Source: an optimization exercise on an open RTL-to-GDS flow (aim: small area, a short achievable clock period and few clock cycles per item). Production flows keep margins and buffers that such runs may drop.
At most, simulation tests tie the RTL to the original design; equivalence was not proved.
For runs 1 and 2, only the layout was checked, not whether the RTL still works.

===== flow/design.v =====
module aes_sbox_p1 (
    input  wire [7:0]  a,
    output wire [11:0] m
);
    wire [7:0] t;
    assign t[0] = a[0] ^ a[5];
    assign t[1] = a[2] ^ a[5];
    assign t[2] = a[1] ^ a[6] ^ a[7];
    assign t[3] = a[2] ^ a[3] ^ a[5];
    assign t[4] = a[2] ^ a[3] ^ a[4] ^ a[6] ^ a[7];
    assign t[5] = a[1] ^ a[2] ^ a[3] ^ a[4] ^ a[5] ^ a[6];
    assign t[6] = a[1] ^ a[4] ^ a[5] ^ a[6];
    assign t[7] = a[2] ^ a[3] ^ a[5] ^ a[7];
    aes_gf_inv_p1 u_inv (.a(t), .m(m));
endmodule
module aes_sbox_p2 (
    input  wire [11:0] m,
    output wire [7:0]  y
);
    wire [7:0] ti;
    aes_gf_inv_p2 u_inv (.m(m), .y(ti));
    assign y[0] = ~(ti[0] ^ ti[4] ^ ti[5] ^ ti[6]);
    assign y[1] = ~(ti[0] ^ ti[2]);
    assign y[2] = ti[0] ^ ti[1] ^ ti[2];
    assign y[3] = ti[0] ^ ti[4] ^ ti[6];
    assign y[4] = ti[0] ^ ti[2] ^ ti[3] ^ ti[4] ^ ti[5] ^ ti[6];
    assign y[5] = ~(ti[2] ^ ti[3] ^ ti[4] ^ ti[5] ^ ti[6]);
    assign y[6] = ~(ti[4] ^ ti[5] ^ ti[6] ^ ti[7]);
    assign y[7] = ti[1] ^ ti[4];
endmodule
module aes_sbox_aff (
    input  wire [7:0] ti,
    output wire [7:0] y
);
    assign y[0] = ~(ti[0] ^ ti[4] ^ ti[5] ^ ti[6]);
    assign y[1] = ~(ti[0] ^ ti[2]);
    assign y[2] = ti[0] ^ ti[1] ^ ti[2];
    assign y[3] = ti[0] ^ ti[4] ^ ti[6];
    assign y[4] = ti[0] ^ ti[2] ^ ti[3] ^ ti[4] ^ ti[5] ^ ti[6];
    assign y[5] = ~(ti[2] ^ ti[3] ^ ti[4] ^ ti[5] ^ ti[6]);
    assign y[6] = ~(ti[4] ^ ti[5] ^ ti[6] ^ ti[7]);
    assign y[7] = ti[1] ^ ti[4];
endmodule
module aes_sbox_aff_t (
    input  wire [7:0] ti,
    output wire [7:0] y
);
    assign y[0] = ti[0] ^ ti[2] ^ ti[3];
    assign y[1] = ~(ti[0] ^ ti[1] ^ ti[3] ^ ti[4] ^ ti[5] ^ ti[6]);
    assign y[2] = ti[0] ^ ti[1] ^ ti[2] ^ ti[5] ^ ti[6] ^ ti[7];
    assign y[3] = ~(ti[1] ^ ti[3] ^ ti[5]);
    assign y[4] = ~(ti[0] ^ ti[3] ^ ti[6] ^ ti[7]);
    assign y[5] = ~(ti[1] ^ ti[5] ^ ti[7]);
    assign y[6] = ~(ti[2] ^ ti[4] ^ ti[5] ^ ti[6] ^ ti[7]);
    assign y[7] = ~(ti[3] ^ ti[4] ^ ti[5]);
endmodule
module aes_sbox_top (
    input  wire [7:0] a,
    output wire [7:0] t
);
    assign t[0] = a[0] ^ a[5];
    assign t[1] = a[2] ^ a[5];
    assign t[2] = a[1] ^ a[6] ^ a[7];
    assign t[3] = a[2] ^ a[3] ^ a[5];
    assign t[4] = a[2] ^ a[3] ^ a[4] ^ a[6] ^ a[7];
    assign t[5] = a[1] ^ a[2] ^ a[3] ^ a[4] ^ a[5] ^ a[6];
    assign t[6] = a[1] ^ a[4] ^ a[5] ^ a[6];
    assign t[7] = a[2] ^ a[3] ^ a[5] ^ a[7];
endmodule
module aes_sbox_ed_top (
    input  wire       dec,
    input  wire [7:0] ae,      
    input  wire [7:0] ad,      
    output wire [7:0] t
);
    wire [7:0] te, td;
    assign te[0] = ae[0] ^ ae[5];
    assign te[1] = ae[2] ^ ae[5];
    assign te[2] = ae[1] ^ ae[6] ^ ae[7];
    assign te[3] = ae[2] ^ ae[3] ^ ae[5];
    assign te[4] = ae[2] ^ ae[3] ^ ae[4] ^ ae[6] ^ ae[7];
    assign te[5] = ae[1] ^ ae[2] ^ ae[3] ^ ae[4] ^ ae[5] ^ ae[6];
    assign te[6] = ae[1] ^ ae[4] ^ ae[5] ^ ae[6];
    assign te[7] = ae[2] ^ ae[3] ^ ae[5] ^ ae[7];
    assign td[0] = ~(ad[4] ^ ad[5]);
    assign td[1] = ~(ad[1] ^ ad[2]);
    assign td[2] = ad[1] ^ ad[4] ^ ad[5];
    assign td[3] = ~(ad[0] ^ ad[1] ^ ad[5]);
    assign td[4] = ~(ad[1] ^ ad[2] ^ ad[7]);
    assign td[5] = ~(ad[0] ^ ad[3]);
    assign td[6] = ad[1] ^ ad[2] ^ ad[3] ^ ad[4] ^ ad[5] ^ ad[7];
    assign td[7] = ~(ad[0] ^ ad[4] ^ ad[5] ^ ad[6]);
    assign t = dec ? td : te;
endmodule
module aes_sbox_ed_bot (
    input  wire       dec,
    input  wire [7:0] ti,
    output wire [7:0] y
);
    wire [7:0] ye, yd;
    assign ye[0] = ~(ti[0] ^ ti[4] ^ ti[5] ^ ti[6]);
    assign ye[1] = ~(ti[0] ^ ti[2]);
    assign ye[2] = ti[0] ^ ti[1] ^ ti[2];
    assign ye[3] = ti[0] ^ ti[4] ^ ti[6];
    assign ye[4] = ti[0] ^ ti[2] ^ ti[3] ^ ti[4] ^ ti[5] ^ ti[6];
    assign ye[5] = ~(ti[2] ^ ti[3] ^ ti[4] ^ ti[5] ^ ti[6]);
    assign ye[6] = ~(ti[4] ^ ti[5] ^ ti[6] ^ ti[7]);
    assign ye[7] = ti[1] ^ ti[4];
    assign yd[0] = ti[0] ^ ti[3] ^ ti[5] ^ ti[6];
    assign yd[1] = ti[4] ^ ti[6] ^ ti[7];
    assign yd[2] = ti[1] ^ ti[3] ^ ti[5] ^ ti[6];
    assign yd[3] = ti[1] ^ ti[3];
    assign yd[4] = ti[2] ^ ti[5] ^ ti[7];
    assign yd[5] = ti[3] ^ ti[5] ^ ti[6];
    assign yd[6] = ti[2] ^ ti[3] ^ ti[4] ^ ti[6];
    assign yd[7] = ti[3] ^ ti[7];
    assign y = dec ? yd : ye;
endmodule
module aes_sbox_ed_p1 (
    input  wire        dec,
    input  wire [7:0]  ae,      
    input  wire [7:0]  ad,      
    output wire [11:0] m
);
    wire [7:0] te, td;
    assign te[0] = ae[0] ^ ae[5];
    assign te[1] = ae[2] ^ ae[5];
    assign te[2] = ae[1] ^ ae[6] ^ ae[7];
    assign te[3] = ae[2] ^ ae[3] ^ ae[5];
    assign te[4] = ae[2] ^ ae[3] ^ ae[4] ^ ae[6] ^ ae[7];
    assign te[5] = ae[1] ^ ae[2] ^ ae[3] ^ ae[4] ^ ae[5] ^ ae[6];
    assign te[6] = ae[1] ^ ae[4] ^ ae[5] ^ ae[6];
    assign te[7] = ae[2] ^ ae[3] ^ ae[5] ^ ae[7];
    assign td[0] = ~(ad[4] ^ ad[5]);
    assign td[1] = ~(ad[1] ^ ad[2]);
    assign td[2] = ad[1] ^ ad[4] ^ ad[5];
    assign td[3] = ~(ad[0] ^ ad[1] ^ ad[5]);
    assign td[4] = ~(ad[1] ^ ad[2] ^ ad[7]);
    assign td[5] = ~(ad[0] ^ ad[3]);
    assign td[6] = ad[1] ^ ad[2] ^ ad[3] ^ ad[4] ^ ad[5] ^ ad[7];
    assign td[7] = ~(ad[0] ^ ad[4] ^ ad[5] ^ ad[6]);
    aes_gf_inv_p1 u_inv (.a(dec ? td : te), .m(m));
endmodule
module aes_sbox_ed_p2 (
    input  wire        dec,
    input  wire [11:0] m,
    output wire [7:0]  y
);
    wire [7:0] ti, ye, yd;
    aes_gf_inv_p2 u_inv (.m(m), .y(ti));
    assign ye[0] = ~(ti[0] ^ ti[4] ^ ti[5] ^ ti[6]);
    assign ye[1] = ~(ti[0] ^ ti[2]);
    assign ye[2] = ti[0] ^ ti[1] ^ ti[2];
    assign ye[3] = ti[0] ^ ti[4] ^ ti[6];
    assign ye[4] = ti[0] ^ ti[2] ^ ti[3] ^ ti[4] ^ ti[5] ^ ti[6];
    assign ye[5] = ~(ti[2] ^ ti[3] ^ ti[4] ^ ti[5] ^ ti[6]);
    assign ye[6] = ~(ti[4] ^ ti[5] ^ ti[6] ^ ti[7]);
    assign ye[7] = ti[1] ^ ti[4];
    assign yd[0] = ti[0] ^ ti[3] ^ ti[5] ^ ti[6];
    assign yd[1] = ti[4] ^ ti[6] ^ ti[7];
    assign yd[2] = ti[1] ^ ti[3] ^ ti[5] ^ ti[6];
    assign yd[3] = ti[1] ^ ti[3];
    assign yd[4] = ti[2] ^ ti[5] ^ ti[7];
    assign yd[5] = ti[3] ^ ti[5] ^ ti[6];
    assign yd[6] = ti[2] ^ ti[3] ^ ti[4] ^ ti[6];
    assign yd[7] = ti[3] ^ ti[7];
    assign y = dec ? yd : ye;
endmodule
module aes_gf_inv_p1 (
    input  wire [7:0]  a,
    output wire [11:0] m
);
    function [3:0] gf16_mul;
        input [3:0] p;
        input [3:0] q;
        reg [6:0] r;
        begin
            r = ({3'b0, p} & {7{q[0]}})
              ^ ({2'b0, p, 1'b0} & {7{q[1]}})
              ^ ({1'b0, p, 2'b0} & {7{q[2]}})
              ^ ({p, 3'b0} & {7{q[3]}});
            gf16_mul = {r[3] ^ r[4], r[2] ^ r[4], r[1] ^ r[4] ^ r[6], r[0] ^ r[4] ^ r[5]};
        end
    endfunction
    wire [3:0] ah  = a[7:4];
    wire [3:0] al  = a[3:0];
    wire [3:0] ahl = ah ^ al;
    wire [3:0] sq  = {ah[0] ^ ah[3], ah[2] ^ ah[3], ah[3], ah[1] ^ ah[3]};
    assign m = {ah, ahl, gf16_mul(ahl, al) ^ sq};
endmodule
module aes_gf_inv_p2a (
    input  wire [11:0] m,
    output wire [11:0] n       
);
    function [3:0] gf16_mul;
        input [3:0] p;
        input [3:0] q;
        reg [6:0] r;
        begin
            r = ({3'b0, p} & {7{q[0]}})
              ^ ({2'b0, p, 1'b0} & {7{q[1]}})
              ^ ({1'b0, p, 2'b0} & {7{q[2]}})
              ^ ({p, 3'b0} & {7{q[3]}});
            gf16_mul = {r[3] ^ r[4], r[2] ^ r[4], r[1] ^ r[4] ^ r[6], r[0] ^ r[4] ^ r[5]};
        end
    endfunction
    function [3:0] gf16_inv;
        input [3:0] p;
        begin
            gf16_inv[0] = (p[0]) ^ (p[1]) ^ (p[0] & p[2]) ^ (p[2] & p[3]) ^ (p[0] & p[2] & p[3]) ^ (p[1] & p[2] & p[3]);
            gf16_inv[1] = (p[1]) ^ (p[0] & p[2]) ^ (p[1] & p[2]) ^ (p[0] & p[1] & p[2]) ^ (p[0] & p[3]) ^ (p[0] & p[1] & p[3]) ^ (p[1] & p[2] & p[3]);
            gf16_inv[2] = (p[1]) ^ (p[0] & p[1]) ^ (p[0] & p[2]) ^ (p[0] & p[1] & p[2]) ^ (p[3]) ^ (p[0] & p[2] & p[3]);
            gf16_inv[3] = (p[1]) ^ (p[2]) ^ (p[0] & p[2]) ^ (p[1] & p[3]) ^ (p[0] & p[1] & p[3]) ^ (p[0] & p[2] & p[3]);
        end
    endfunction
    assign n = {m[11:4], gf16_inv(m[3:0])};
endmodule
module aes_gf_inv_p2b (
    input  wire [11:0] n,
    output wire [7:0]  y
);
    function [3:0] gf16_mul;
        input [3:0] p;
        input [3:0] q;
        reg [6:0] r;
        begin
            r = ({3'b0, p} & {7{q[0]}})
              ^ ({2'b0, p, 1'b0} & {7{q[1]}})
              ^ ({1'b0, p, 2'b0} & {7{q[2]}})
              ^ ({p, 3'b0} & {7{q[3]}});
            gf16_mul = {r[3] ^ r[4], r[2] ^ r[4], r[1] ^ r[4] ^ r[6], r[0] ^ r[4] ^ r[5]};
        end
    endfunction
    assign y = {gf16_mul(n[11:8], n[3:0]), gf16_mul(n[7:4], n[3:0])};
endmodule
module aes_gf_inv_p2 (
    input  wire [11:0] m,
    output wire [7:0]  y
);
    function [3:0] gf16_mul;
        input [3:0] p;
        input [3:0] q;
        reg [6:0] r;
        begin
            r = ({3'b0, p} & {7{q[0]}})
              ^ ({2'b0, p, 1'b0} & {7{q[1]}})
              ^ ({1'b0, p, 2'b0} & {7{q[2]}})
              ^ ({p, 3'b0} & {7{q[3]}});
            gf16_mul = {r[3] ^ r[4], r[2] ^ r[4], r[1] ^ r[4] ^ r[6], r[0] ^ r[4] ^ r[5]};
        end
    endfunction
    function [3:0] gf16_inv;
        input [3:0] p;
        begin
            gf16_inv[0] = (p[0]) ^ (p[1]) ^ (p[0] & p[2]) ^ (p[2] & p[3]) ^ (p[0] & p[2] & p[3]) ^ (p[1] & p[2] & p[3]);
            gf16_inv[1] = (p[1]) ^ (p[0] & p[2]) ^ (p[1] & p[2]) ^ (p[0] & p[1] & p[2]) ^ (p[0] & p[3]) ^ (p[0] & p[1] & p[3]) ^ (p[1] & p[2] & p[3]);
            gf16_inv[2] = (p[1]) ^ (p[0] & p[1]) ^ (p[0] & p[2]) ^ (p[0] & p[1] & p[2]) ^ (p[3]) ^ (p[0] & p[2] & p[3]);
            gf16_inv[3] = (p[1]) ^ (p[2]) ^ (p[0] & p[2]) ^ (p[1] & p[3]) ^ (p[0] & p[1] & p[3]) ^ (p[0] & p[2] & p[3]);
        end
    endfunction
    wire [3:0] ah  = m[11:8];
    wire [3:0] ahl = m[7:4];
    wire [3:0] di  = gf16_inv(m[3:0]);
    assign y = {gf16_mul(ah, di), gf16_mul(ahl, di)};
endmodule
module aes128_cipher (
    input  wire         clk,
    input  wire         rst,           
    input  wire         in_valid,
    output wire         in_ready,
    input  wire         in_decrypt,    
    input  wire [127:0] in_key,
    input  wire [127:0] in_block,
    output reg          out_valid,
    output reg  [127:0] out_block
);
    function [7:0] xtime;
        input [7:0] a;
        xtime = {a[6:0], 1'b0} ^ (a[7] ? 8'h1b : 8'h00);
    endfunction
    function [31:0] mix_col;
        input [31:0] c;
        reg [7:0] a0, a1, a2, a3, t;
        begin
            a0 = c[31:24]; a1 = c[23:16]; a2 = c[15:8]; a3 = c[7:0];
            t = a0 ^ a1 ^ a2 ^ a3;
            mix_col[31:24] = a0 ^ t ^ xtime(a0 ^ a1);
            mix_col[23:16] = a1 ^ t ^ xtime(a1 ^ a2);
            mix_col[15:8]  = a2 ^ t ^ xtime(a2 ^ a3);
            mix_col[7:0]   = a3 ^ t ^ xtime(a3 ^ a0);
        end
    endfunction
    function [31:0] d_col;
        input [31:0] c;
        reg [7:0] a0, a1, a2, a3, e, u, v;
        begin
            a0 = c[31:24]; a1 = c[23:16]; a2 = c[15:8]; a3 = c[7:0];
            e = xtime(xtime(xtime(a0 ^ a1 ^ a2 ^ a3)));
            u = xtime(xtime(a0 ^ a2));
            v = xtime(xtime(a1 ^ a3));
            d_col = {e ^ u, e ^ v, e ^ u, e ^ v};
        end
    endfunction
    function [7:0] rcon;
        input [3:0] n;
        rcon = ({8{n == 4'd1}}  & 8'h01) | ({8{n == 4'd2}} & 8'h02) | ({8{n == 4'd3}} & 8'h04)
             | ({8{n == 4'd4}}  & 8'h08) | ({8{n == 4'd5}} & 8'h10) | ({8{n == 4'd6}} & 8'h20)
             | ({8{n == 4'd7}}  & 8'h40) | ({8{n == 4'd8}} & 8'h80) | ({8{n == 4'd9}} & 8'h1b)
             | ({8{n == 4'd10}} & 8'h36);
    endfunction
    reg         r0_v, r0_dec, r0_first;
    reg [3:0]   r0_rnd;
    reg [127:0] r0_st, r0_k;
    reg [31:0]  r0_kt;     
    reg         r1_v, r1_dec, r1_last;
    reg [3:0]   r1_rnd;
    reg [127:0] r1_t;      
    reg [47:0]  r1_km;     
    reg [127:0] r1_base;   
    reg         r2_v, r2_dec, r2_last;
    reg [191:0] r2_n;      
    reg [31:0]  r2_kt;     
    reg [127:0] r2_base;
    reg         r3_v, r3_dec, r3_last;
    reg [3:0]   r3_rnd;
    reg [3:0]   r2_rnd;
    reg [127:0] r3_w, r3_k;
    reg         ir;        
    reg         ov;        
    reg         dec_q;     
    reg [15:0]  mq;        
    reg [31:0]  kq;        
    reg         e_ok;      
    reg         e_rs;      
    reg         e_ph;      
    reg [3:0]   e_cnt;     
    reg [127:0] e_tag, e_k;
    reg [31:0]  e_kt;      
    reg [47:0]  e_km;      
    assign in_ready = ir;
    genvar g, r, c;
    wire [127:0] u1 = r0_st ^ (r0_first ? r0_k : 128'd0);    
    wire [127:0] sr1, isr1;
    generate
        for (c = 0; c < 4; c = c + 1) begin : g_perm_c
            for (r = 0; r < 4; r = r + 1) begin : g_perm_r
                assign sr1[127-8*(r+4*c) -: 8]  = u1[127-8*(r+4*((c+r)%4)) -: 8];
                assign isr1[127-8*(r+4*c) -: 8] = u1[127-8*(r+4*((c+4-r)%4)) -: 8];
            end
        end
    endgenerate
    wire [127:0] t1;
    generate
        for (g = 0; g < 16; g = g + 1) begin : g_sb1
            aes_sbox_ed_top u_sb (.dec(r0_dec), .ae(sr1[127-8*g -: 8]), .ad(isr1[127-8*g -: 8]),
                                  .t(t1[127-8*g -: 8]));
        end
    endgenerate
    wire [47:0] km1;
    generate
        for (g = 0; g < 4; g = g + 1) begin : g_ksb1
            aes_gf_inv_p1 u_inv (.a(r0_kt[31-8*g -: 8]), .m(km1[47-12*g -: 12]));
        end
    endgenerate
    wire [31:0]  k0w0 = r0_k[127:96];
    wire [31:0]  k0w1 = r0_k[95:64];
    wire [31:0]  k0w2 = r0_k[63:32];
    wire [31:0]  k0w3 = r0_k[31:0];
    wire [31:0]  rcw   = {rcon(r0_rnd), 24'h0};
    wire [127:0] base1 = r0_dec
        ? {k0w0 ^ rcw, k0w1 ^ k0w0, k0w2 ^ k0w1, k0w3 ^ k0w2}
        : {k0w0 ^ rcw, k0w0 ^ k0w1 ^ rcw, k0w0 ^ k0w1 ^ k0w2 ^ rcw, k0w0 ^ k0w1 ^ k0w2 ^ k0w3 ^ rcw};
    wire last1 = r0_dec ? (r0_rnd == 4'd1) : (r0_rnd == 4'd10);
    wire [191:0] n2;
    generate
        for (g = 0; g < 16; g = g + 1) begin : g_sb2
            wire [11:0] m;
            aes_gf_inv_p1  u_p1  (.a(r1_t[127-8*g -: 8]), .m(m));
            aes_gf_inv_p2a u_p2a (.m(m), .n(n2[191-12*g -: 12]));
        end
    endgenerate
    wire [31:0] kt2;
    generate
        for (g = 0; g < 4; g = g + 1) begin : g_ksb2
            aes_gf_inv_p2 u_inv (.m(r1_km[47-12*g -: 12]), .y(kt2[31-8*g -: 8]));
        end
    endgenerate
    wire [127:0] w3;
    generate
        for (g = 0; g < 16; g = g + 1) begin : g_sb3
            wire [7:0] ti;
            aes_gf_inv_p2b  u_p2b (.n(r2_n[191-12*g -: 12]), .y(ti));
            aes_sbox_ed_bot u_bot (.dec(r2_dec), .ti(ti), .y(w3[127-8*g -: 8]));
        end
    endgenerate
    wire [31:0] ks3;
    generate
        for (g = 0; g < 4; g = g + 1) begin : g_ksb3
            aes_sbox_aff u_aff (.ti(r2_kt[31-8*g -: 8]), .y(ks3[31-8*g -: 8]));
        end
    endgenerate
    wire [31:0]  ks3m = r2_dec ? 32'd0 : ks3;
    wire [127:0] k3   = r2_base ^ {ks3, ks3m, ks3m, ks3m};
    wire [127:0] z4  = r3_w ^ r3_k;
    wire [127:0] mi4 = r3_dec ? z4 : r3_w;
    wire [127:0] y4;
    generate
        for (c = 0; c < 4; c = c + 1) begin : g_mix
            assign y4[127-32*c -: 32] = mix_col(mi4[127-32*c -: 32])
                                      ^ (r3_dec ? d_col(z4[127-32*c -: 32]) : r3_k[127-32*c -: 32]);
        end
    endgenerate
    wire [31:0] ks_in4 = ir ? (e_k[31:0] ^ e_k[63:32])
                            : (r3_dec ? (r3_k[31:0] ^ r3_k[63:32]) : r3_k[31:0]);
    wire [31:0] ks_rot4 = {ks_in4[23:0], ks_in4[31:24]};
    wire [31:0] kt4x, kt4;
    generate
        for (g = 0; g < 4; g = g + 1) begin : g_ksb4
            aes_sbox_top u_top (.a(ks_rot4[31-8*g -: 8]), .t(kt4x[31-8*g -: 8]));
        end
    endgenerate
    assign kt4 = (ir && !dec_q) ? kq : kt4x;
    wire [47:0] e_km1;
    wire [31:0] e_ti, e_t, e_tt;
    generate
        for (g = 0; g < 4; g = g + 1) begin : g_esb
            wire [11:0] m;
            aes_gf_inv_p1   u_p1  (.a(e_kt[31-8*g -: 8]), .m(m));
            aes_gf_inv_p2a  u_p2a (.m(m), .n(e_km1[47-12*g -: 12]));
            aes_gf_inv_p2b  u_p2b (.n(e_km[47-12*g -: 12]), .y(e_ti[31-8*g -: 8]));
            aes_sbox_aff    u_aff (.ti(e_ti[31-8*g -: 8]), .y(e_t[31-8*g -: 8]));
            aes_sbox_aff_t  u_afft(.ti(e_ti[31-8*g -: 8]), .y(e_tt[31-8*g -: 8]));
        end
    endgenerate
    wire [31:0]  e_c0 = e_k[127:96] ^ {rcon(e_cnt), 24'h0};
    wire [31:0]  e_c1 = e_c0 ^ e_k[95:64];
    wire [31:0]  e_c2 = e_c1 ^ e_k[63:32];
    wire [31:0]  e_c3 = e_c2 ^ e_k[31:0];
    wire [31:0]  e_n0 = e_c0 ^ e_t;
    wire [31:0]  e_n1 = e_c1 ^ e_t;
    wire [31:0]  e_n2 = e_c2 ^ e_t;
    wire [31:0]  e_n3 = e_c3 ^ e_t;
    wire [31:0]  e_c3r = {e_c3[23:0], e_c3[31:24]};
    wire [31:0]  e_ttr = {e_tt[23:0], e_tt[31:24]};
    wire [31:0]  e_c3t;
    wire [31:0]  e_rin = {in_key[23:0], in_key[31:24]};
    wire [31:0]  e_kt0;
    generate
        for (g = 0; g < 4; g = g + 1) begin : g_etop
            aes_sbox_top u_c3 (.a(e_c3r[31-8*g -: 8]), .t(e_c3t[31-8*g -: 8]));
            aes_sbox_top u_in (.a(e_rin[31-8*g -: 8]), .t(e_kt0[31-8*g -: 8]));
        end
    endgenerate
    wire [31:0]  e_ktn = e_c3t ^ e_ttr;
    wire match   = &mq;
    wire restart = ov && !e_rs && (!e_ok || !match);
    wire dec_fit = ov && !e_rs && match && e_ok && (e_cnt == 4'd11 || (e_cnt == 4'd10 && e_ph));
    wire slot_next = !r2_v || r2_last;
    integer i;
    always @(posedge clk) begin
        r1_v    <= r0_v && !rst;
        r1_dec  <= r0_dec;
        r1_last <= last1;
        r1_rnd  <= r0_rnd;
        r1_t    <= t1;
        r1_km   <= km1;
        r1_base <= base1;
        r2_v    <= r1_v && !rst;
        r2_dec  <= r1_dec;
        r2_last <= r1_last;
        r2_rnd  <= r1_rnd;
        r2_n    <= n2;
        r2_kt   <= kt2;
        r2_base <= r1_base;
        r3_v    <= r2_v && !rst;
        r3_dec  <= r2_dec;
        r3_last <= r2_last;
        r3_rnd  <= r2_rnd;
        r3_w    <= w3;
        r3_k    <= k3;
        r0_kt <= kt4;
        if (ir) begin
            r0_v     <= in_valid && !rst;
            r0_dec   <= dec_q;
            r0_first <= 1'b1;
            r0_rnd   <= dec_q ? 4'd10 : 4'd1;
            r0_st    <= in_block;
            r0_k     <= dec_q ? e_k : in_key;
        end else begin
            r0_v     <= r3_v && !r3_last && !rst;
            r0_dec   <= r3_dec;
            r0_first <= 1'b0;
            r0_rnd   <= r3_dec ? r3_rnd - 4'd1 : r3_rnd + 4'd1;
            r0_st    <= y4;
            r0_k     <= r3_k;
        end
        out_valid <= r3_v && r3_last && !rst;
        out_block <= z4;
        ir    <= !rst && in_valid && !ir && slot_next && (!in_decrypt || dec_fit);
        ov    <= !rst && in_valid && !ir;
        dec_q <= in_decrypt;
        for (i = 0; i < 16; i = i + 1)
            mq[i] <= (in_key[8*i +: 8] == e_tag[8*i +: 8]);
        kq    <= e_kt0;
        e_rs <= restart && !rst;
        if (rst)
            e_ok <= 1'b0;
        else if (restart)
            e_ok <= 1'b1;
    end
    always @(posedge clk) begin
        e_km <= e_km1;
        if (restart) begin
            e_tag <= in_key;
            e_k   <= in_key;
            e_kt  <= kq;
            e_cnt <= 4'd1;
            e_ph  <= 1'b0;
        end else if (e_cnt != 4'd11) begin
            e_ph <= !e_ph;
            if (e_ph) begin
                e_k   <= {e_n0, e_n1, e_n2, e_n3};
                e_kt  <= e_ktn;
                e_cnt <= e_cnt + 4'd1;
            end
        end
    end
endmodule

===== flow/flow/run.sh =====
#!/bin/bash
set -euo pipefail
bash standard.sh SETUP_SLACK_MARGIN=6.5 finish > flow_standard.log 2>&1

===== flow/standard.sh =====
#!/bin/bash
# synth_recipe.tcl (not shown) runs the flow's synth.tcl, then flattens the netlist and writes it again
# the make line also repeats each setting of config.mk as NAME=value (left out here)
make -C /OpenROAD-flow-scripts/flow DESIGN_CONFIG=/design/flow/config.mk WORK_HOME=/design/flow/orfs CLKGATE_MAP_FILE= SYNTH_SCRIPT=/design/flow/synth_recipe.tcl "${@:-finish}"

===== flow/config.mk =====
export PLATFORM = sky130hd
export DESIGN_NAME = aes128_cipher
export DESIGN_NICKNAME = aes128_cipher
export VERILOG_FILES = /design/flow/design.v
export SDC_FILE = /design/flow/constraint.sdc
export NUM_CORES = 4
export LEC_CHECK = 0
export CAP_MARGIN = 20
export CELL_PAD_IN_SITES_DETAIL_PLACEMENT = 1
export CELL_PAD_IN_SITES_GLOBAL_PLACEMENT = 1
export CORE_MARGIN = 2
export CORE_UTILIZATION = 52
export PLACE_DENSITY = 0.72
export SLEW_MARGIN = 20

===== flow/constraint.sdc =====
create_clock -name core_clock -period 10.0 [get_ports {clk}]
set_input_delay 2.0000 -clock core_clock [delete_from_list [all_inputs] [get_ports {clk}]]
set_output_delay 2.0000 -clock core_clock [all_outputs]
set_load 0.01 [all_outputs]

==> flow_metrics.tcl, run 1 <==
set metrics [dict create \
    outcome "no timing/DRC/antenna violations" \
    hp-class "reg2reg" \
    final_cells 13800 \
    crit_path_frequent_cell "xnor3_1" \
    drv_slew 0 \
    synth_async_sr_flop_share 0 \
    cts.sinks 1751 \
    arrival_ps 4250 \
    synthToLayoutAreaGrowth_pct 12.7 \
    grt_max_degree 133 \
    cp_top_family "XOR/XNOR gates" \
    synth.top_cell.area_share 0.279 \
    numCtsBuffers 193 \
    period_needed_ps 3530 \
    synth_seq_area_share 0.362 \
    syn_avg_cell_area_um2 9.72 \
    final.setup.tns_ps 0 \
    grt_pass1_vias 79200 \
    core_area_mm2 0.200 \
    yosysUniqueCellTypes 66 \
    ant_nets 0 \
    dp_hpwl_mm 311 \
    yosysTopAreaCell "dfxtp_1" \
    die_height_um 453 \
    synth_seq_cells 1751 \
    slowest_stage "dfxtp_1" \
    path_class "reg2reg" \
    synth_ff_type "dfxtp_1" \
    finalSetupViolCount 0 \
    clk_pin_slew_worst_paths_ps 70 \
    syn_nets 11200 \
    cts_tree "yes" \
    crit_chain "xor2_1, xnor2_1, buf_4, xnor3_1, xnor3_1, a21oi_1, xnor2_2, mux2_2" \
    fill_cells 21900 \
    worstSkewPairLatency_ps 880 \
    cp.required_ps 10730 \
    r2r_cells 8 \
    setup.worst_path.start "r3_k[54]" \
    grt_antenna_before_repair 23 \
    period_share 0.353 \
    rsz0062_at_grt "yes" \
    max_freq_ghz 0.284 \
    num_rows 164 \
    synth-edff-count 288 \
    cts-root-buf "clkbuf_16" \
    grt_pass1_wl_mm 556 \
    viasPerCell 5.56 \
    htreeDepth 4 \
    drt-total-wl_mm 392 \
    holdPathEnd "r2_base[57]" \
    initial_utilization 0.524 \
    fin_nets 11400 \
    pin_count 390 \
    path_buf_inv 1 \
    drive_gt1_frac 0.0567 \
    cts.path.max_buffers 3 \
    grt-ovfl-total 0 \
    r2r_slack_ps 6470 \
    place_inst 13400 \
    drc 0 \
    synth_area_leaders "dfxtp_1 (28%), xnor2_1 (20%), xor2_1 (11%)" \
    synth_cells 10800 \
    worstSetupStartpointType "register" \
    endpoint_kind "register" \
    ys.warnings.count 5 \
    cts_hold_buf 0 \
    hold_viol 0 \
    avgRoutedWirePerCell_um 28.4 \
    port_buffers 389 \
    fin_skew_ps 47.3 \
    gp_congestion 0.993 \
    maxCapViolCount 0 \
    first_pass_iters 6 \
    vias 76700 \
    fp.dieArea_mm2 0.205 \
    hold_depth 0 \
    slowest_delay_ps 680 \
    netlist_top_cells_count "xnor2_1 (2,412), nand2_1 (1,537), dfxtp_1 (1,463), xor2_1 (1,302), nor2_1 (588)" \
    r2r-start "r3_k[54]" \
    grt_use_total 0.374 \
    slew_headroom 0.239 \
    hp-start "r1_base[57]" \
    cp_max_fo 6 \
    syn-cell-area_mm2 0.105 \
    reg2reg_to "r0_st[44]" \
    die_x_um 453 \
    first_iter_violations 6240 \
    yosysMostFrequentCell "xnor2_1" \
    tightest_slew_ps 1130 \
]
[flip-flops by register name (all words and copies together), names as in the netlist, 128 cells and up]
signal     cells
r2_base      128
r0_k         128
out_block    128
e_k          128
r0_st        128
e_tag        128
r2_n         192
r3_w         128
r1_t         128
r1_base      128
r3_k         128
[worst max path at each step]
stage	to	slack [ps]	cells after the start
final	r0_st[44]	6470	8
after global routing	r2_n[13]	6370	11
after CTS	in_ready	6430	1
after detailed placement	e_k[52]	5780	6
after global placement	e_k[52]	5830	6
after floorplan	e_tag[0]	6510	7
[per-layer routing]
| layer | wire [um] | vias to the layer above | global-route usage | part of all wire |
|---|---|---|---|---|
| met5 | 60 | - | 0 | 0.00015 |
| met4 | 27300 | 10 | 0.224 | 0.070 |
| met3 | 23200 | 684 | 0.0537 | 0.059 |
| met2 | 182000 | 2430 | 0.607 | 0.46 |
| met1 | 160000 | 38800 | 0.472 | 0.41 |
| li1 | - | 34800 | - | - |
[timing repair]
action	4_1_cts	5_1_grt
cloned	1	2
setup endpoints to repair	474	85
buffers inserted	4	5
pin swaps	1	1
resized for setup	274	48
[cell usage in the layout, fill, tap and decap left out, types with 20 or more instances in the layout]
cell | Yosys | final
nand3_1 | 53 | 53
o21ai_1 | 46 | 46
nand2b_1 | 78 | 78
a211oi_1 | 23 | 21
inv_1 | 264 | 263
and3_1 | 45 | 45
dfxtp_1 | 1463 | 1430
edfxtp_1 | 288 | 288
clkbuf_1 | 388 | 38
mux2_2 | 34 | 34
buf_4 | 3 | 72
nor2_1 | 588 | 587
nor3_1 | 24 | 24
dfxtp_4 | 0 | 21
xnor2_2 | 19 | 39
dlygate4sd2_1 | 0 | 94
clkdlybuf4s50_1 | 0 | 259
xor2_1 | 1302 | 1279
clkbuf_8 | 0 | 25
a21oi_1 | 412 | 412
xnor2_1 | 2412 | 2391
o21ai_0 | 330 | 330
clkinv_2 | 0 | 41
xnor3_1 | 371 | 370
xor2_2 | 17 | 36
bufinv_16 | 0 | 20
clkbuf_16 | 0 | 199
a2bb2oi_1 | 23 | 23
ha_1 | 150 | 150
nand4_1 | 37 | 37
xor3_1 | 21 | 21
nor2b_1 | 294 | 294
nand2_1 | 1537 | 1535
mux2i_1 | 267 | 267
[layout make-up]
cell class / instances / area (um^2) / area share
Antenna cell: 19 / 47.5 / 0.000403
Sequential cell: 1751 / 38000 / 0.322
Timing Repair Buffer: 483 / 4620 / 0.0391
Multi-Input combinational cell: 8256 / 64300 / 0.545
Inverter: 267 / 1020 / 0.00864
Clock inverter: 102 / 1280 / 0.0108
Tap cell: 2656 / 3320 / 0.0281
Clock buffer: 261 / 5440 / 0.0461
[cells by family after synthesis]
kind of cell	Yosys count	synth area share
flip-flops	1751	0.362
AO/OA/AOI/OAI	939	0.0489
buffers and inverters	776	0.0287
adder cells (fa/ha/maj)	151	0.0181
XOR/XNOR	4152	0.403
multiplexers	301	0.0291
AND/OR/NAND/NOR	2711	0.110
[through the flow]
step	hold slack, ps	worst slack [ps]	utilization	cell area, um^2
after floorplan	310	6510	-	105000
after global placement	310	5830	0.554	111000
after detailed placement	313	5780	0.554	111000
after CTS	304	6430	0.588	118000
after global routing	316	6370	0.590	118000
final	310	6470	0.590	118000
==> run 2: changes to the inputs <==
--- a/flow/config.mk
+++ b/flow/config.mk
@@ -11,4 +11,4 @@
 export CORE_MARGIN = 2
-export CORE_UTILIZATION = 52
-export PLACE_DENSITY = 0.72
+export CORE_UTILIZATION = 56
+export PLACE_DENSITY = 0.76
 export SLEW_MARGIN = 20
==> run 2 against run 1 <==
Worst hold slack better by 8.7 ps. Register-to-register slack about the same. Critical path depth fell by 1. Die area decreased by 7.1%. Setup slack got worse by 3.7 ps. Clock-buffer cell count shrank 4. Via count up 2.5%. Routed wire length increased by 2.2%. Non-clock buffer count decreased by 15. Critical path type unchanged. Largest cell class unchanged. Highest routed layer unchanged.
==> flow_metrics.tcl, run 2 <==
set metrics [dict create \
    outcome "no timing/DRC/antenna violations" \
    clk_pin_slew_worst_paths_ps 60 \
    r2r_cells 7 \
    synthToLayoutAreaGrowth_pct 12.2 \
    cp_num_cells 7 \
    synth_cells 10800 \
    fp.dieArea_mm2 0.191 \
    period_needed_ps 3530 \
    synth_seq_cells 1751 \
    regMostFlops "r2_n" \
    core_area_mm2 0.186 \
    fin_skew_ps 34.2 \
    die_x_um 437 \
    synth_ff_type "dfxtp_1" \
    crit_path_frequent_cell "xnor2_1" \
    slowest_stage "dfxtp_4" \
    yosysMostFrequentCell "xnor2_1" \
    holdPathEnd "r2_dec" \
    path_class "reg2reg" \
    grt_use_total 0.412 \
    netlist_top_cells_count "xnor2_1 (2,412), nand2_1 (1,537), dfxtp_1 (1,463), xor2_1 (1,302), nor2_1 (588)" \
    synth_area_leaders "dfxtp_1 (28%), xnor2_1 (20%), xor2_1 (11%)" \
    crit_chain "buf_12, nand2_1, xor2_2, xnor2_1, xnor2_1, xnor2_2, mux2_2" \
    grt-ovfl-total 0 \
    arrival_ps 4320 \
    hp-start "r1_dec" \
    period_share 0.353 \
    cts.sinks 1751 \
    largest_reg_flops 192 \
    gp_congestion 1.01 \
    htreeDepth 4 \
    final.setup.tns_ps 0 \
    slew_headroom 0.141 \
    grt_antenna_before_repair 35 \
    tightest_slew_ps 1290 \
    fill_cells 20000 \
    finalSetupViolCount 0 \
    drive_gt1_frac 0.0565 \
    yosysTopAreaCell "dfxtp_1" \
    layout_commonest_cell "xnor2_1" \
    dp_hpwl_mm 310 \
    register_area_mm2 0.0380 \
    synth_seq_area_share 0.362 \
    ys.warnings.count 5 \
    yosysUniqueCellTypes 66 \
    cts.path.max_buffers 3 \
    dpl_worst_slack_ps 5830 \
    rsz0062_at_grt "yes" \
    layout_common_cells "xnor2_1 (2,384), nand2_1 (1,535), dfxtp_1 (1,428)" \
    path_buf_inv 1 \
    cp.required_ps 10790 \
    endpoint_kind "register" \
    synth_async_sr_flop_share 0 \
    r2r-start "r3_dec" \
    ant_nets 0 \
    numCtsBuffers 187 \
    first_iter_violations 7479 \
    synth-edff-count 288 \
    grt_pass1_wl_mm 573 \
    hold_depth 0 \
    cp_top_family "XOR/XNOR gates" \
    worstSkewPairLatency_ps 880 \
    hold_viol 0 \
    syn_avg_cell_area_um2 9.72 \
    pin_count 390 \
    syn_nets 11200 \
    viasPerCell 5.78 \
    port_buffers 389 \
    drt-total-wl_mm 400 \
    r2r_slack_ps 6470 \
    syn-cell-area_mm2 0.105 \
    fin_nets 11300 \
    vias 78600 \
    first_pass_iters 6 \
    initial_utilization 0.565 \
    maxCapViolCount 0 \
    reg2reg_to "r0_st[31]" \
    max_freq_ghz 0.283 \
    cts_tree "yes" \
    grt_pass1_vias 81600 \
    slowest_delay_ps 590 \
    setup_slack_ps 6470 \
    avgRoutedWirePerCell_um 29.4 \
    grt_max_degree 165 \
    cp_max_fo 129 \
    multiInputGateArea_mm2 0.0644 \
    hp-class "reg2reg" \
    die_height_um 437 \
    drv_slew 0 \
    cts-root-buf "clkbuf_16" \
    synth.top_cell.area_share 0.279 \
    num_rows 158 \
    drc 0 \
    worstSetupStartpointType "register" \
]
==> run 2: cell counts after synthesis <==
Identical to the previous run, type by type.
==> run 2: through the flow <==
stage | std cells | cell area, um^2 | hold slack [ps] | util
floorplan | 10800 | 105000 | 310 | -
global placement | 13200 | 110000 | 310 | 0.595
detailed placement | 13200 | 110000 | 313 | 0.595
CTS | 13600 | 117000 | 319 | 0.631
global route | 13600 | 118000 | 323 | 0.634
finish | 13600 | 118000 | 319 | 0.634
==> run 2: cell families (layout without fill, tap and decap cells) <==
group / Yosys count / in the layout / share of synthesized area
AO/OA/AOI/OAI: 939 / 939 / 0.0489
buffers and inverters: 776 / 1082 / 0.0287
XOR/XNOR: 4152 / 4152 / 0.403
adder cells (fa/ha/maj): 151 / 151 / 0.0181
multiplexers: 301 / 301 / 0.0291
other: 0 / 29 / 0
flip-flops: 1751 / 1751 / 0.362
AND/OR/NAND/NOR: 2711 / 2712 / 0.110
==> run 2: what timing repair did <==
action                                  CTS  global route
hold buffers                              0             0
buffers inserted                          6             2
gates cloned                              1             0
endpoints found under the setup margin  300            59
gates resized for setup                 293            60
pin swaps                                 1             7
==> run 2: layer usage <==
layer / wire length, um / part of all wire / global-route usage
met1: 156000 / 0.39 / 0.509
met4: 33300 / 0.083 / 0.293
met3: 28100 / 0.070 / 0.0667
met2: 183000 / 0.46 / 0.656
met5: 103 / 0.00026 / 0
==> run 2: cell type report <==
cell class	instances	share of cell area
Antenna cell	29	0.000617
Clock buffer	257	0.0463
Clock inverter	90	0.0100
Inverter	267	0.00865
Multi-Input combinational cell	8255	0.547
Sequential cell	1751	0.323
Tap cell	2480	0.0264
Timing Repair Buffer	468	0.0376
==> run 2: worst max-delay path by stage <==
stage | from | end
final | r3_dec | r0_st[31]
after global routing | r1_t[61] | r2_n[85]
after CTS | ir | in_ready
after detailed placement | r0_first | r1_t[101]
after global placement | r0_first | r1_t[101]
after floorplan | mq[7] | e_tag[0]
==> run 3: changes to the inputs <==
--- a/flow/design.v
+++ b/flow/design.v
@@ -511,3 +511,2 @@
     always @(posedge clk) begin
-        e_km <= e_km1;
         if (restart) begin
@@ -520,3 +519,5 @@
             e_ph <= !e_ph;
-            if (e_ph) begin
+            if (!e_ph) begin
+                e_km <= e_km1;
+            end else begin
                 e_k   <= {e_n0, e_n1, e_n2, e_n3};
==> flow/flow/run.sh (replaced) <==
#!/bin/bash
set -euo pipefail
bash standard.sh SETUP_SLACK_MARGIN=6.75 finish > flow_standard.log 2>&1
--- a/flow/config.mk
+++ b/flow/config.mk
@@ -11,4 +11,4 @@
 export CORE_MARGIN = 2
-export CORE_UTILIZATION = 56
-export PLACE_DENSITY = 0.76
+export CORE_UTILIZATION = 52
+export PLACE_DENSITY = 0.72
 export SLEW_MARGIN = 20
==> run 3 against run 2 <==
Final cell count is 4.4% higher. Critical endpoint is now out_block[42]. Core utilization fell by 3.2 points. Setup slack improved by 35 ps. Maximum frequency is 1.0% higher. Synthesized area fell by 1.8%. Sequential cell count is the same. Final area rose by 0.80%. Clock-buffer cell count fell by 2. Sequential share of layout area is 0.22 points higher.
==> flow_metrics.tcl, run 3 <==
set metrics [dict create \
    r2r_cells 6 \
    synth_async_sr_flop_share 0 \
    grt_pass1_wl_mm 554 \
    netlist_top_cells_count "xnor2_1 (2,793), nand2_1 (1,560), xor2_1 (1,485), dfxtp_1 (1,415), nor2_1 (727)" \
    ant_nets 0 \
    grt_max_degree 176 \
    yosysUniqueCellTypes 66 \
    crit_chain "buf_6" \
    hold_viol 0 \
    avgRoutedWirePerCell_um 27.4 \
    final.setup.tns_ps 0 \
    grt_antenna_before_repair 20 \
    cts_hold_buf 0 \
    pin_count 390 \
    cp.required_ps 8000 \
    port_buffers 389 \
    yosysTopAreaCell "dfxtp_1" \
    max_freq_ghz 0.286 \
    drive_gt1_frac 0.0898 \
    layout_common_cells "xnor2_1 (2,669), nand2_1 (1,558), xor2_1 (1,468)" \
    die_height_um 449 \
    grt_pass1_vias 80700 \
    slowest_stage "dfxtp_4" \
    gp_congestion 0.989 \
    hp-class "reg2reg" \
    fp.dieArea_mm2 0.202 \
    syn_nets 11500 \
    synthToLayoutAreaGrowth_pct 15.2 \
    reg2reg_to "e_k[82]" \
    fin_skew_ps 67.4 \
    synth_ff_type "dfxtp_1" \
    yosysMostFrequentCell "xnor2_1" \
    worstSkewPairLatency_ps 880 \
    fin_nets 11800 \
    path_class "reg2out" \
    period_share 0.349 \
    maxCapViolCount 0 \
    largest_reg_flops 192 \
    die_x_um 449 \
    cp_top_family "flip-flops" \
    regMostFlops "r2_n" \
    hp-start "r1_base[27]" \
    rsz0062_at_grt "yes" \
    syn_avg_cell_area_um2 9.27 \
    holdPathEnd "r2_base[27]" \
    layout_commonest_cell "xnor2_1" \
    synth_area_leaders "dfxtp_1 (28%), xnor2_1 (24%), xor2_1 (13%)" \
    drv_slew 0 \
    cts_tree "yes" \
    slew_headroom 0.219 \
    viasPerCell 5.49 \
    cts.path.max_buffers 3 \
    synth_seq_cells 1751 \
    cts-root-buf "clkbuf_16" \
    grt_use_total 0.372 \
    path_buf_inv 1 \
    ys.warnings.count 5 \
    first_iter_violations 6229 \
    cp_max_fo 1 \
    clk_pin_slew_worst_paths_ps 70 \
    syn-cell-area_mm2 0.103 \
    tightest_slew_ps 1170 \
    synth-edff-count 336 \
    drt-total-wl_mm 389 \
    finalSetupViolCount 0 \
    holdWs_ps 315 \
    worstSetupStartpointType "register" \
    synth_cells 11100 \
    drc 0 \
    r2r-start "mq[9]" \
    first_pass_iters 5 \
    grt-ovfl-total 0 \
    htreeDepth 4 \
    synth.top_cell.area_share 0.275 \
    core_area_mm2 0.197 \
    period_needed_ps 3490 \
    cts.sinks 1751 \
    initial_utilization 0.523 \
    outcome "no timing/DRC/antenna violations" \
    arrival_ps 1490 \
    num_rows 163 \
    r2r_slack_ps 6670 \
    dp_hpwl_mm 302 \
    numCtsBuffers 194 \
    endpoint_kind "output pin" \
    vias 77900 \
    hold_depth 0 \
    synth_seq_area_share 0.373 \
    slowest_delay_ps 470 \
]
## run 3: changes by cell type after synthesis, sizes merged, moves of 64 or more
cell,before,now
mux2i,267,175
nand2b,78,14
nor2,588,727
xnor2,2431,2818
xnor3,379,83
xor2,1321,1501
## run 3: through the flow
stage | setup WS, ps | instances | util | instance area (um^2)
6_report | 6510 | 14200 | 0.602 | 119000
5_1_grt | 6500 | 14200 | 0.602 | 119000
4_1_cts | 6480 | 14100 | 0.593 | 117000
3_5_place_dp | 6070 | 13700 | 0.553 | 109000
3_3_place_gp | 6120 | 13700 | 0.553 | 109000
2_1_floorplan | 6890 | 11100 | - | 103000
## run 3: worst max path at each step
| stage | start | endpoint | slack [ps] | cells past startpoint |
|---|---|---|---|---|
| floorplan | mq[14] | e_km[0] | 6890 | 8 |
| global placement | in_key[115] | mq[14] | 6120 | 4 |
| detailed placement | in_key[115] | mq[14] | 6070 | 4 |
| CTS | out_block[58] | out_block[58] | 6480 | 1 |
| global route | out_block[42] | out_block[42] | 6500 | 1 |
| finish | out_block[42] | out_block[42] | 6510 | 1 |
## run 3: cells by family after synthesis
family / share of synthesized area
compound gates: 0.0534
flops: 0.373
buf+inv: 0.0295
mux: 0.0205
simple gates: 0.114
xor+xnor: 0.391
fa+ha+maj: 0.0184
## run 3: final cells by class
class                   count  area [um^2]
clock buffers             255         5530
well taps                2640         3300
clock inverters           114         1690
inverters                 300         1140
fillers                 21800        78400
diodes                     17         42.5
repair buffers            555         5270
flip-flops and latches   1751        38600
multi-input cells        8564        63000
## run 3: repair_timing
action	CTS	global route
endpoints found under the hold margin	0	0
resized for setup	770	198
setup endpoints to repair	355	411
cloned	0	1
pin swaps	5	38
buffers inserted	12	69
## run 3: routing by layer
layer  wire length [um]  global-route usage
met5                 13                   0
met1             160000               0.472
met2             181000               0.607
met3              22800              0.0531
met4              26100               0.211
Testbench counts of run 3, summed over its fixed seeds: cycles 34,072, items 3,200.

==> what the ideal ports hide <==
In the flow no input, the clock included, has a driving cell. The finished layouts below were timed again as built, in two steps. Step 1 assumes that a clkbuf_16 drives the clock port and a buf_2 every other input. Step 2, shift: input delay + t, output delay - t, t = (earliest + latest rising clock arrival at the registers) / 2. This alone moves slack from input paths to output paths. a / b / c = ideal ports / drivers / drivers and shift; a / b = the first two.
run	shift t [ns]	slack for setup (ns)	hold WS [ns]
run 1	0.950	6.474 / 6.441 / 6.269	0.310 / 0.310 / 0.310
run 2	0.952	6.470 / 6.428 / 6.236	0.319 / 0.319 / 0.319
run 3	0.948	6.505 / 6.407 / 5.911	0.315 / 0.315 / 0.315
After both steps setup and hold are still met in every run listed. The setup slack of run 3, which loses most, moves by -0.098 ns with the drivers and by -0.594 ns with both steps.
